Source: an optimization exercise on an open RTL-to-GDS flow (aim: small area and few clock cycles per item). Production flows keep margins and buffers that such runs may drop.
Where RTL was checked, it was by simulation tests only, not by an equivalence proof against the original.

## exp/nickel
==> module gf16_cols, before the edit <==
module gf16_cols #(
    parameter [16:0] POLY = 17'h1100B
) (
    input  wire [15:0]  s,
    output wire [255:0] nc,    
    output wire [127:0] cp     
);
    reg [255:0] col;
    reg [127:0] colp;
    reg [15:0]  v, w;
    integer j;
    always @* begin
        v = s;
        for (j = 0; j < 16; j = j + 1) begin
            col[16*j +: 16] = v;
            v = {v[14:0], 1'b0} ^ (POLY[15:0] & {16{v[15]}});
        end
        w = col[15:0] ^ col[128 +: 16];
        for (j = 0; j < 8; j = j + 1) begin
            colp[16*j +: 16] = w;
            w = {w[14:0], 1'b0} ^ (POLY[15:0] & {16{w[15]}});
        end
    end
    assign nc = ~col;
    assign cp = colp;
endmodule
==> module gf16_bit, before the edit <==
module gf16_bit (
    input  wire [7:0] nd01,    
    input  wire [7:0] nd10,    
    input  wire [7:0] d11,     
    input  wire [7:0] nm0,     
    input  wire [7:0] nm1,     
    input  wire [7:0] m01,     
    input  wire       ea,
    input  wire       d,
    input  wire       eq,
    input  wire       q,
    output wire       o
);
    assign o = ^(~((nd01 | nm0) & (nd10 | nm1)) | (d11 & m01)) ^ ((ea & d) | (eq & q));
endmodule
==> module gf16_mul, before the edit <==
module gf16_mul (
    input  wire [15:0]  a,
    input  wire         ld,
    input  wire [255:0] nc,
    input  wire [127:0] cp,
    input  wire         ea,
    input  wire [15:0]  d,
    input  wire         eq,
    input  wire [15:0]  q,
    output wire [15:0]  p
);
    wire [7:0] a0 = a[7:0];
    wire [7:0] a1 = a[15:8];
    wire [7:0] nd01 = ~({8{ld}} &  a0 & ~a1);
    wire [7:0] nd10 = ~({8{ld}} & ~a0 &  a1);
    wire [7:0] d11  =   {8{ld}} &  a0 &  a1;
    genvar i, k;
    generate
        for (i = 0; i < 16; i = i + 1) begin : ob
            wire [7:0] nm0, nm1, m01;
            for (k = 0; k < 8; k = k + 1) begin : pr
                assign nm0[k] = nc[16*k + i];
                assign nm1[k] = nc[16*(k+8) + i];
                assign m01[k] = cp[16*k + i];
            end
            gf16_bit u_bit (.nd01(nd01), .nd10(nd10), .d11(d11),
                            .nm0(nm0), .nm1(nm1), .m01(m01),
                            .ea(ea), .d(d[i]), .eq(eq), .q(q[i]), .o(p[i]));
        end
    endgenerate
endmodule
==> module gf16_clmul_chunk, before the edit <==
module gf16_clmul_chunk #(
    parameter        LANES = 8,
    parameter [16:0] POLY  = 17'h1100B
) (
    input  wire                  clk,
    input  wire                  rst,
    input  wire                  in_valid,
    output wire                  in_ready,
    input  wire [15:0]           in_scalar,
    input  wire                  in_acc,
    input  wire [LANES-1:0]      in_mask,
    input  wire [16*LANES-1:0]   in_src,
    input  wire [16*LANES-1:0]   in_dst,
    output wire                  out_valid,
    input  wire                  out_ready,
    output wire [16*LANES-1:0]   out_data,
    output wire [LANES-1:0]      out_mask
);
    reg                 out_valid_q;
    reg [16*LANES-1:0]  out_data_q;
    reg [LANES-1:0]     out_mask_q;
    assign in_ready = !out_valid_q || out_ready;
    wire [255:0] ncols;
    wire [127:0] colp;
    gf16_cols #(.POLY(POLY)) u_cols (.s(in_scalar), .nc(ncols), .cp(colp));
    wire ld = in_ready;
    wire ea = ld & in_acc;
    wire eq = !ld;
    wire [16*LANES-1:0] lane_res;
    genvar g;
    generate
        for (g = 0; g < LANES; g = g + 1) begin : lane
            gf16_mul u_mul (
                .a  (in_src[16*g +: 16]),
                .ld (ld),
                .nc (ncols),
                .cp (colp),
                .ea (ea),
                .d  (in_dst[16*g +: 16]),
                .eq (eq),
                .q  (out_data_q[16*g +: 16]),
                .p  (lane_res[16*g +: 16])
            );
        end
    endgenerate
    always @(posedge clk) begin
        if (rst) begin
            out_valid_q <= 1'b0;
        end else if (in_valid && in_ready) begin
            out_valid_q <= 1'b1;
        end else if (out_ready) begin
            out_valid_q <= 1'b0;
        end
    end
    always @(posedge clk) begin
        out_data_q <= lane_res;
        if (in_valid && in_ready)
            out_mask_q <= in_mask;
    end
    assign out_valid = out_valid_q;
    assign out_data  = out_data_q;
    assign out_mask  = out_mask_q;
endmodule
clock: 5.0 ns
lec_check: 0
cap_margin: 20
core_margin: 2
core_utilization: 40
slew_margin: 20
synth_hierarchical: 1
synth_minimum_keep_size: 0
standard.sh (not shown) runs the stock make flow with config.mk's settings and CLKGATE_MAP_FILE= SYNTH_SCRIPT=/design/flow/synth_recipe.tcl, a recipe that flattens the netlist after the stock synthesis.
==> flow/flow/run.sh <==
#!/bin/bash
# Own layout flow: the standard layout (standard.sh), with an area-only
# ABC script in synthesis and minimum-size port buffers. Every tool's output
# goes to the logs under orfs/logs and to flow_make.log here.
set -euo pipefail
WORK=$(pwd)
export FLOW_WORK=$WORK
export FLOW_ABC_SCRIPT=$WORK/flow/area.abc
export BUFFER_PORTS_ARGS="-buffer_cell sky130_fd_sc_hd__buf_1"
bash standard.sh SYNTH_SCRIPT=$WORK/flow/synth.tcl finish > $WORK/flow_make.log 2>&1
==> flow/flow/area.abc <==
strash
&get -n
&st
&dch
&nf -R 1000
&put
==> flow/flow/synth.tcl <==
# The standard synthesis (synth_recipe.tcl), with one change: ABC maps
# with an area-only script (flow/area.abc) instead of ORFS's speed script,
# which buffers and upsizes cells for a delay target the design meets anyway,
# and without a222oi_1, whose six in-line input pins the detailed router
# cannot reach when many of them sit close together. Registers are mapped
# before ABC runs, so they are the standard ones.
proc abc {args} {
  set i [lsearch -exact $args -script]
  if { $i >= 0 } {
    set args [lreplace $args $i [expr { $i + 1 }] -script $::env(FLOW_ABC_SCRIPT)]
  }
  yosys abc {*}$args -dont_use sky130_fd_sc_hd__a222oi_1
}
source $::env(FLOW_WORK)/synth_recipe.tcl
Testbench counts of exp/nickel, summed over its fixed seeds: cycles 12,253, beats 12,245.
--- input diff exp/nickel..exp/cedar ---
--- a/flow/design.v
+++ b/flow/design.v
@@ -1,10 +1,10 @@
 module gf16_cols #(
     parameter [16:0] POLY = 17'h1100B
 ) (
     input  wire [15:0]  s,
-    output wire [255:0] nc,    
+    output wire [255:0] c,     
     output wire [127:0] cp     
 );
     reg [255:0] col;
     reg [127:0] colp;
     reg [15:0]  v, w;
@@ -13,61 +13,62 @@
         v = s;
         for (j = 0; j < 16; j = j + 1) begin
             col[16*j +: 16] = v;
             v = {v[14:0], 1'b0} ^ (POLY[15:0] & {16{v[15]}});
         end
-        w = col[15:0] ^ col[128 +: 16];
-        for (j = 0; j < 8; j = j + 1) begin
-            colp[16*j +: 16] = w;
+        w = col[15:0] ^ col[31:16];
+        for (j = 0; j < 16; j = j + 1) begin
+            if (j % 2 == 0)
+                colp[8*j +: 16] = w;
             w = {w[14:0], 1'b0} ^ (POLY[15:0] & {16{w[15]}});
         end
     end
-    assign nc = ~col;
+    assign c  = col;
     assign cp = colp;
 endmodule
 module gf16_bit (
-    input  wire [7:0] nd01,    
-    input  wire [7:0] nd10,    
-    input  wire [7:0] d11,     
-    input  wire [7:0] nm0,     
-    input  wire [7:0] nm1,     
-    input  wire [7:0] m01,     
+    input  wire [7:0] d01,
+    input  wire [7:0] d10,
+    input  wire [7:0] d11,
+    input  wire [7:0] m0,
+    input  wire [7:0] m1,
+    input  wire [7:0] m01,
     input  wire       ea,
     input  wire       d,
     input  wire       eq,
     input  wire       q,
     output wire       o
 );
-    assign o = ^(~((nd01 | nm0) & (nd10 | nm1)) | (d11 & m01)) ^ ((ea & d) | (eq & q));
+    assign o = ^((d01 & m0) | (d10 & m1) | (d11 & m01)) ^ ((ea & d) | (eq & q));
 endmodule
 module gf16_mul (
     input  wire [15:0]  a,
     input  wire         ld,
-    input  wire [255:0] nc,
+    input  wire [255:0] c,
     input  wire [127:0] cp,
     input  wire         ea,
     input  wire [15:0]  d,
     input  wire         eq,
     input  wire [15:0]  q,
     output wire [15:0]  p
 );
-    wire [7:0] a0 = a[7:0];
-    wire [7:0] a1 = a[15:8];
-    wire [7:0] nd01 = ~({8{ld}} &  a0 & ~a1);
-    wire [7:0] nd10 = ~({8{ld}} & ~a0 &  a1);
-    wire [7:0] d11  =   {8{ld}} &  a0 &  a1;
+    wire [7:0] a0 = {a[14], a[12], a[10], a[8], a[6], a[4], a[2], a[0]};
+    wire [7:0] a1 = {a[15], a[13], a[11], a[9], a[7], a[5], a[3], a[1]};
+    wire [7:0] d01 = {8{ld}} &  a0 & ~a1;
+    wire [7:0] d10 = {8{ld}} & ~a0 &  a1;
+    wire [7:0] d11 = {8{ld}} &  a0 &  a1;
     genvar i, k;
     generate
         for (i = 0; i < 16; i = i + 1) begin : ob
-            wire [7:0] nm0, nm1, m01;
+            wire [7:0] m0, m1, m01;
             for (k = 0; k < 8; k = k + 1) begin : pr
-                assign nm0[k] = nc[16*k + i];
-                assign nm1[k] = nc[16*(k+8) + i];
+                assign m0[k]  = c[32*k + i];
+                assign m1[k]  = c[32*k + 16 + i];
                 assign m01[k] = cp[16*k + i];
             end
-            gf16_bit u_bit (.nd01(nd01), .nd10(nd10), .d11(d11),
-                            .nm0(nm0), .nm1(nm1), .m01(m01),
+            gf16_bit u_bit (.d01(d01), .d10(d10), .d11(d11),
+                            .m0(m0), .m1(m1), .m01(m01),
                             .ea(ea), .d(d[i]), .eq(eq), .q(q[i]), .o(p[i]));
         end
     endgenerate
 endmodule
 module gf16_clmul_chunk #(
@@ -90,24 +91,24 @@
 );
     reg                 out_valid_q;
     reg [16*LANES-1:0]  out_data_q;
     reg [LANES-1:0]     out_mask_q;
     assign in_ready = !out_valid_q || out_ready;
-    wire [255:0] ncols;
+    wire [255:0] cols;
     wire [127:0] colp;
-    gf16_cols #(.POLY(POLY)) u_cols (.s(in_scalar), .nc(ncols), .cp(colp));
+    gf16_cols #(.POLY(POLY)) u_cols (.s(in_scalar), .c(cols), .cp(colp));
     wire ld = in_ready;
     wire ea = ld & in_acc;
     wire eq = !ld;
     wire [16*LANES-1:0] lane_res;
     genvar g;
     generate
         for (g = 0; g < LANES; g = g + 1) begin : lane
             gf16_mul u_mul (
                 .a  (in_src[16*g +: 16]),
                 .ld (ld),
-                .nc (ncols),
+                .c  (cols),
                 .cp (colp),
                 .ea (ea),
                 .d  (in_dst[16*g +: 16]),
                 .eq (eq),
                 .q  (out_data_q[16*g +: 16]),
## What came out
- exp/cedar has completed all stages; timing, DRC and antenna checks passed.
- exp/cedar vs exp/nickel — die boundary width climbed by a few percent
- exp/cedar ended with less sequential element share of the synthesized area than exp/nickel.
- Wire: exp/cedar routes less than exp/nickel
- Going from exp/nickel to exp/cedar, parity-gate share of the synthesized area counting xor and xnor cells shrinks by 2.5 points.
- Relative to exp/nickel, final clock period utilization by the worst path has gone up in exp/cedar.
- Compared to exp/nickel, exp/cedar has met2 routing resource usage after global routing 3.2 points lower.
- Looking at exp/cedar and exp/nickel, the worst setup skew after layout is a wash.
Only the layout flow was run in exp/cedar; the RTL was not checked for function there.

==> separate check: timing with driven ports <==
In the flow no input, the clock included, has a driving cell. The finished layouts below were timed again as built, in two steps. Step 1 assumes that a clkbuf_16 drives the clock port and a buf_2 every other input. Step 2 adds t to the input delays and takes it off the output delays; t is the mean of the earliest and latest rising clock arrival at the registers after step 1. Input paths then give back, and output paths get back, about the clock's delay inside the block. Three values: ideal ports, drivers, drivers and shift; two values: the first two.
| run | t (ns) | setup slack, ns | worst hold slack (ns) | worst register clock-pin slew, ns | worst data-port slew with drivers (ns) |
|---|---|---|---|---|---|
| exp/nickel | 0.609 | 0.280 / 0.281 / -0.329 | 0.562 / 0.562 / 0.562 | 0.11 / 0.11 | 0.07 |
| exp/cedar | 0.544 | 0.172 / 0.213 / -0.331 | 0.565 / 0.565 / 0.565 | 0.09 / 0.09 | 0.09 |
With both steps, setup timing fails in exp/nickel and exp/cedar, where it was met with ideal ports. For exp/nickel, which loses most, drivers alone change the setup slack by +0.001 ns; drivers and shift together by -0.609 ns.
